From an optimization exercise on the open Yosys and OpenROAD flow, aimed at small area, a short achievable clock period and few clock cycles; shortcuts taken in it are not production practice.
Function was checked by simulation only, so behaviour that the tests miss may differ from the original.
Power and IR drop assume default switching activity.

==> 03-12 <==
==> flow/design.v <==
module rtp_sr_sender (
    input  wire        clk,
    input  wire        rst,
    input  wire        ev_valid,
    output wire        ev_ready,
    input  wire [1:0]  ev_kind,       
    input  wire        ev_ack,        
    input  wire [31:0] ev_seq,        
    input  wire [31:0] cfg_total,     
    input  wire [4:0]  cfg_window,    
    input  wire [31:0] cfg_rto,       
    input  wire [31:0] cfg_poll,      
    output wire        tx_valid,
    input  wire        tx_ready,
    output wire [31:0] tx_seq,
    output wire        running,
    output wire [31:0] base
);
    reg         run_r;
    reg  [3:0]  lo;           
    reg  [27:0] hb;           
    reg  [31:0] rem;          
    reg  [4:0]  win;          
    reg  [31:0] rnm1;         
    reg  [31:0] xr;           
    reg  [31:0] poll;         
    reg  [31:0] pcnt;         
    reg         big;          
    reg         wchk;         
    reg         wpass;        
    reg  [511:0] tmr;         
    reg  [15:0] acked, e0, pend;
    integer i, j, d;
    wire [27:0] hb1     = hb + 28'd1;
    wire [31:0] rn      = rnm1 + 32'd1;
    wire        rem_big = (rem[31:5] != 27'd0);
    reg  [3:0]  off [0:15];
    reg  [15:0] is_lo, ge_lo, lt_w, lt_r0, lt_r16, last_e;
    always @* begin
        for (i = 0; i < 16; i = i + 1) begin
            off[i]    = 4'(i) - lo;
            is_lo[i]  = (off[i] == 4'd0);
            ge_lo[i]  = (4'(i) >= lo);
            lt_w[i]   = ({1'b0, off[i]} < win);
            lt_r0[i]  = rem_big || ({1'b0, off[i]} < rem[4:0]);
            lt_r16[i] = rem_big || ({1'b1, off[i]} < rem[4:0]);
            last_e[i] = !rem_big && ({1'b0, off[i]} + 5'd1 == rem[4:0]);
        end
    end
    wire [15:0] inwin = lt_w & lt_r0;
    wire [15:0] gacked = acked | is_lo;
    reg  [15:0] run_hi, run_lo, clr;
    always @* begin
        run_hi[0] = gacked[0] | !ge_lo[0];
        run_lo[0] = gacked[0];
        for (i = 1; i < 16; i = i + 1) begin
            run_hi[i] = run_hi[i-1] & (gacked[i] | !ge_lo[i]);
            run_lo[i] = run_lo[i-1] & gacked[i];
        end
        for (i = 0; i < 16; i = i + 1)
            clr[i] = ge_lo[i] ? run_hi[i] : (run_hi[15] & run_lo[i]);
    end
    reg  [15:0] clr_w;
    reg  [3:0]  widx;
    always @* begin
        for (i = 0; i < 16; i = i + 1) begin
            widx     = i[3:0] - win[3:0];
            clr_w[i] = clr[widx];
        end
    end
    reg  [15:0] m_slide;
    always @* begin
        for (i = 0; i < 16; i = i + 1)
            m_slide[i] = clr[i] ? (lt_w[i] && clr_w[i] && lt_r16[i])
                                : ((lt_w[i] || clr_w[i]) && lt_r0[i] && !acked[i] && (!inwin[i] || e0[i]));
    end
    wire        fin_s   = ((clr & last_e) != 16'd0);
    reg  [3:0]  lo_n;
    always @* begin
        lo_n = 4'd0;
        for (i = 0; i < 16; i = i + 1)
            if (clr[(i + 15) % 16] && !clr[i]) lo_n = lo_n | 4'(i);
        if (clr == 16'hffff) lo_n = lo;
    end
    wire [3:0]  s1_lo   = lo_n - lo;
    wire [4:0]  s1      = {(s1_lo == 4'd0), s1_lo};
    wire [31:0] rem_s   = rem - {27'd0, s1};
    wire [15:0] fdec    = 16'd1 << ev_seq[3:0];
    wire        eq_hb   = (ev_seq[31:4] == hb);
    wire        eq_hb1  = (ev_seq[31:4] == hb1);
    wire [15:0] hitmask = {16{ev_ack}} & fdec & inwin & ((ge_lo & {16{eq_hb}}) | (~ge_lo & {16{eq_hb1}}));
    wire        hit_base = ev_ack && eq_hb && (ev_seq[3:0] == lo);
    wire [15:0] m_frame = inwin & ~acked & ~hitmask & e0;
    wire        due     = (pcnt == 32'd1);
    wire [31:0] cmpv = wchk ? rnm1 : xr;
    reg  [15:0] eqc;
    always @* begin
        for (i = 0; i < 16; i = i + 1)
            eqc[i] = (tmr[32*i +: 32] == cmpv);
    end
    wire [15:0] m_tick  = inwin & ~acked & (e0 | eqc);
    wire [15:0] m_wrap  = inwin & ~acked & e0 & ~eqc;
    wire [4:0]  wlen_st = ((cfg_total[31:5] != 27'd0) || (cfg_total[4:0] >= cfg_window)) ? cfg_window : cfg_total[4:0];
    reg  [15:0] m_start;
    always @* begin
        for (i = 0; i < 16; i = i + 1)
            m_start[i] = (i < wlen_st);
    end
    wire [15:0] pend_a  = pend & ge_lo;
    wire [15:0] pend_b  = pend & ~ge_lo;
    wire        any_a   = (pend_a != 16'd0);
    reg  [15:0] tfirst;
    reg  [3:0]  slot_a, slot_b;
    reg         seen_a, seen_b;
    always @* begin
        seen_a = 1'b0;
        seen_b = 1'b0;
        for (i = 0; i < 16; i = i + 1) begin
            tfirst[i] = any_a ? (pend_a[i] && !seen_a) : (pend_b[i] && !seen_b);
            seen_a = seen_a | pend_a[i];
            seen_b = seen_b | pend_b[i];
        end
        slot_a = 4'd0;
        slot_b = 4'd0;
        for (i = 15; i >= 0; i = i - 1) begin
            if (pend_a[i]) slot_a = 4'(i);
            if (pend_b[i]) slot_b = 4'(i);
        end
    end
    wire [3:0]  tslot   = any_a ? slot_a : slot_b;
    assign tx_valid = (pend != 16'd0);
    assign tx_seq   = {any_a ? hb : hb1, tslot};
    wire        take    = tx_valid && tx_ready;
    wire        pend_one = ((pend & (pend - 16'd1)) == 16'd0);
    assign ev_ready = !wchk && ((pend == 16'd0) || (tx_ready && pend_one));
    assign running  = run_r;
    assign base     = {hb, lo};
    wire accept  = ev_valid && ev_ready;
    wire k_frame = (ev_kind == 2'd0);
    wire k_tick  = (ev_kind == 2'd1);
    wire k_start = (ev_kind == 2'd2);
    reg  [15:0] m;
    reg         do_pass;
    always @* begin
        m = 16'd0;
        do_pass = 1'b0;
        if (wchk) begin
            do_pass = wpass;
            m = m_wrap;
        end else if (k_tick) begin
            do_pass = run_r && due && !big;
            m = m_tick;
        end else if (k_start) begin
            do_pass = !run_r && (cfg_total != 32'd0);
            m = m_start;
        end else if (k_frame) begin
            do_pass = run_r && !(hit_base && fin_s);
            m = hit_base ? m_slide : m_frame;
        end
        if (!do_pass) m = 16'd0;
    end
    wire [31:0] stamp = (k_tick && !wchk) ? rn : (k_start && !wchk) ? 32'hffffffff : rnm1;
    always @(posedge clk) begin
        if (rst) begin
            run_r <= 1'b0;
            lo    <= 4'd0;
            hb    <= 28'd0;
            pend  <= 16'd0;
            wchk  <= 1'b0;
        end else begin
            wchk <= 1'b0;
            if (wchk) begin
                e0   <= e0 & ~eqc & ~m;
                pend <= m;
            end else if (accept) begin
                pend <= m;
                if (k_tick) begin
                    rnm1  <= rn;
                    xr    <= xr + 32'd1;
                    e0    <= (e0 | eqc) & ~m;
                    pcnt  <= (run_r && due) ? poll : pcnt - 32'd1;
                    wchk  <= big;
                    wpass <= run_r && due;
                end else if (k_start) begin
                    if (!run_r) begin
                        run_r <= (cfg_total != 32'd0);
                        lo    <= 4'd0;
                        hb    <= 28'd0;
                        rem   <= cfg_total;
                        win   <= cfg_window;
                        rnm1  <= 32'hffffffff;
                        xr    <= ~cfg_rto;
                        poll  <= cfg_poll;
                        pcnt  <= cfg_poll;
                        big   <= cfg_rto[31] || cfg_poll[31];
                        acked <= 16'd0;
                        e0    <= e0 & ~m;
                    end
                end else if (k_frame) begin
                    if (run_r) begin
                        if (hit_base) begin
                            lo    <= lo_n;
                            hb    <= clr[15] ? hb1 : hb;
                            rem   <= rem_s;
                            acked <= acked & ~clr;
                            if (fin_s) run_r <= 1'b0;
                        end else begin
                            acked <= acked | hitmask;
                        end
                        if (do_pass) pcnt <= poll;
                        e0 <= e0 & ~m;
                    end
                end
            end else if (take) begin
                pend <= pend & ~tfirst;
            end
        end
    end
    always @(posedge clk) begin
        if (accept || wchk) begin
            for (j = 0; j < 16; j = j + 1)
                if (m[j]) tmr[32*j +: 32] <= stamp;
        end
    end
endmodule
==> flow/run.sh <==
#!/bin/bash
# synth_recipe.tcl (not shown) runs the flow's synth.tcl, then flattens the netlist and writes it again
# the make line also repeats each setting of config.mk as NAME=value (left out here)
make -C /OpenROAD-flow-scripts/flow DESIGN_CONFIG=/design/flow/config.mk WORK_HOME=/design/flow/orfs CLKGATE_MAP_FILE= SYNTH_SCRIPT=/design/flow/synth_recipe.tcl finish
==> flow/config.mk <==
export PLATFORM = sky130hd
export DESIGN_NAME = rtp_sr_sender
export DESIGN_NICKNAME = rtp_sr_sender
export VERILOG_FILES = /design/flow/design.v
export SDC_FILE = /design/flow/constraint.sdc
export NUM_CORES = 4
export LEC_CHECK = 0
export CAP_MARGIN = 20
export CORE_MARGIN = 2
export CORE_UTILIZATION = 40
export PLACE_DENSITY = 0.6
export SLEW_MARGIN = 20
==> flow/constraint.sdc <==
create_clock -name core_clock -period 10.0 [get_ports {clk}]
set_input_delay 2.0000 -clock core_clock [delete_from_list [all_inputs] [get_ports {clk}]]
set_output_delay 2.0000 -clock core_clock [all_outputs]
set_load 0.01 [all_outputs]
==> 12-27 (differences from 03-12) <==
--- a/flow/design.v
+++ b/flow/design.v
@@ -35,16 +35,25 @@
     wire [31:0] rn      = rnm1 + 32'd1;
+    function [15:0] below;            
+        input [5:0] x;
+        integer k;
+        begin
+            for (k = 0; k < 16; k = k + 1)
+                below[k] = (k < x);
+        end
+    endfunction
+    function [15:0] offs_below;       
+        input [15:0] gelo;
+        input [5:0]  e;               
+        begin
+            offs_below = (gelo & below(e)) | below((e >= 6'd16) ? e - 6'd16 : 6'd0);
+        end
+    endfunction
     wire        rem_big = (rem[31:5] != 27'd0);
-    reg  [3:0]  off [0:15];
-    reg  [15:0] is_lo, ge_lo, lt_w, lt_r0, lt_r16, last_e;
-    always @* begin
-        for (i = 0; i < 16; i = i + 1) begin
-            off[i]    = 4'(i) - lo;
-            is_lo[i]  = (off[i] == 4'd0);
-            ge_lo[i]  = (4'(i) >= lo);
-            lt_w[i]   = ({1'b0, off[i]} < win);
-            lt_r0[i]  = rem_big || ({1'b0, off[i]} < rem[4:0]);
-            lt_r16[i] = rem_big || ({1'b1, off[i]} < rem[4:0]);
-            last_e[i] = !rem_big && ({1'b0, off[i]} + 5'd1 == rem[4:0]);
-        end
-    end
+    wire [4:0]  rem5    = rem[4:0];
+    wire [4:0]  rem16   = (rem5 > 5'd16) ? rem5 - 5'd16 : 5'd0;
+    wire [15:0] ge_lo   = ~below({2'b0, lo});
+    wire [15:0] is_lo   = 16'd1 << lo;
+    wire [15:0] lt_w    = offs_below(ge_lo, {2'b0, lo} + {1'b0, win});
+    wire [15:0] lt_r0   = rem_big ? 16'hffff : offs_below(ge_lo, {2'b0, lo} + {1'b0, rem5});
+    wire [15:0] lt_r16  = rem_big ? 16'hffff : offs_below(ge_lo, {2'b0, lo} + {1'b0, rem16});
     wire [15:0] inwin = lt_w & lt_r0;
@@ -62,10 +71,6 @@
     end
-    reg  [15:0] clr_w;
-    reg  [3:0]  widx;
-    always @* begin
-        for (i = 0; i < 16; i = i + 1) begin
-            widx     = i[3:0] - win[3:0];
-            clr_w[i] = clr[widx];
-        end
-    end
+    wire [15:0] clr_r1  = win[0] ? {clr[14:0], clr[15]} : clr;
+    wire [15:0] clr_r2  = win[1] ? {clr_r1[13:0], clr_r1[15:14]} : clr_r1;
+    wire [15:0] clr_r4  = win[2] ? {clr_r2[11:0], clr_r2[15:12]} : clr_r2;
+    wire [15:0] clr_w   = win[3] ? {clr_r4[7:0], clr_r4[15:8]} : clr_r4;
     reg  [15:0] m_slide;
@@ -76,3 +81,3 @@
     end
-    wire        fin_s   = ((clr & last_e) != 16'd0);
+    wire        fin_s   = !rem_big && (rem5 <= 5'd16) && ((lt_r0 & ~clr) == 16'd0);
     reg  [3:0]  lo_n;
@@ -86,3 +91,5 @@
     wire [4:0]  s1      = {(s1_lo == 4'd0), s1_lo};
-    wire [31:0] rem_s   = rem - {27'd0, s1};
+    wire [5:0]  rem_sl  = {1'b0, rem5} - {1'b0, s1};
+    wire [26:0] rem_hd  = rem[31:5] - 27'd1;
+    wire [31:0] rem_s   = {rem_sl[5] ? rem_hd : rem[31:5], rem_sl[4:0]};
     wire [15:0] fdec    = 16'd1 << ev_seq[3:0];
@@ -153,6 +160,6 @@
         end else if (k_start) begin
-            do_pass = !run_r && (cfg_total != 32'd0);
+            do_pass = !run_r;
             m = m_start;
         end else if (k_frame) begin
-            do_pass = run_r && !(hit_base && fin_s);
+            do_pass = run_r;
             m = hit_base ? m_slide : m_frame;
@@ -209,3 +216,3 @@
                         end
-                        if (do_pass) pcnt <= poll;
+                        pcnt <= poll;
                         e0 <= e0 & ~m;
ABC_AREA = 1   (was default)
SETUP_SLACK_MARGIN = 4   (was default)
==> comparison <==
- In 03-12 the final cell count is lower than in 12-27, by 3.5%.
- Setup slack: 03-12 is worse than 12-27 (3.3 ns).
- In 03-12 the global-route usage is higher than in 12-27, by 1.3 points.
- Of 12-27 and 03-12, 12-27 has the higher combinational power (gap about 20%, measured against 03-12).
- Of 03-12 and 12-27, 03-12 has the higher wire length (gap 10%, measured against 12-27).
- Between 12-27 and 03-12, the lower maximum frequency is in 03-12 (gap about 55%, measured against 03-12).
- Sequential cell count is the same in 12-27 and 03-12.
Testbench counts of 03-12, summed over its fixed seeds: cycles 12,213.
Testbench counts of 12-27, summed over its fixed seeds: cycles 12,213.

[what the ideal ports hide]
The results above use ideal ports. As a check the final layouts listed here were re-extracted and re-timed, cells and wires unchanged.
Step 1 (the two cells are an assumption about what drives the block):
set clk [get_ports {clk}]
set_driving_cell -lib_cell sky130_fd_sc_hd__clkbuf_16 $clk
set_driving_cell -lib_cell sky130_fd_sc_hd__buf_2 [delete_from_list [all_inputs] $clk]
Step 2 moves the port delays by t, midway between the first and last clock arrival at a register: inputs arrive t later, outputs are due t later. That takes back most of the time a late clock gives input paths.
Three values: no drivers, after step 1, after step 2; two values: the first two.
run | shift t [ns] | setup WS [ns] | hold WS [ns] | worst setup path at the end | cell pins on the clock port's net
03-12 | 0.724 | 0.658 / 0.658 / 0.658 | 0.547 / 0.547 / 0.547 | register to register | 1
12-27 | 0.714 | 3.979 / 3.979 / 3.507 | 0.512 / 0.512 / 0.512 | input to register | 1
After both steps every run listed still meets setup and hold. For 12-27, which loses most, drivers alone change the setup slack by 0.000 ns; drivers and shift together by -0.472 ns.
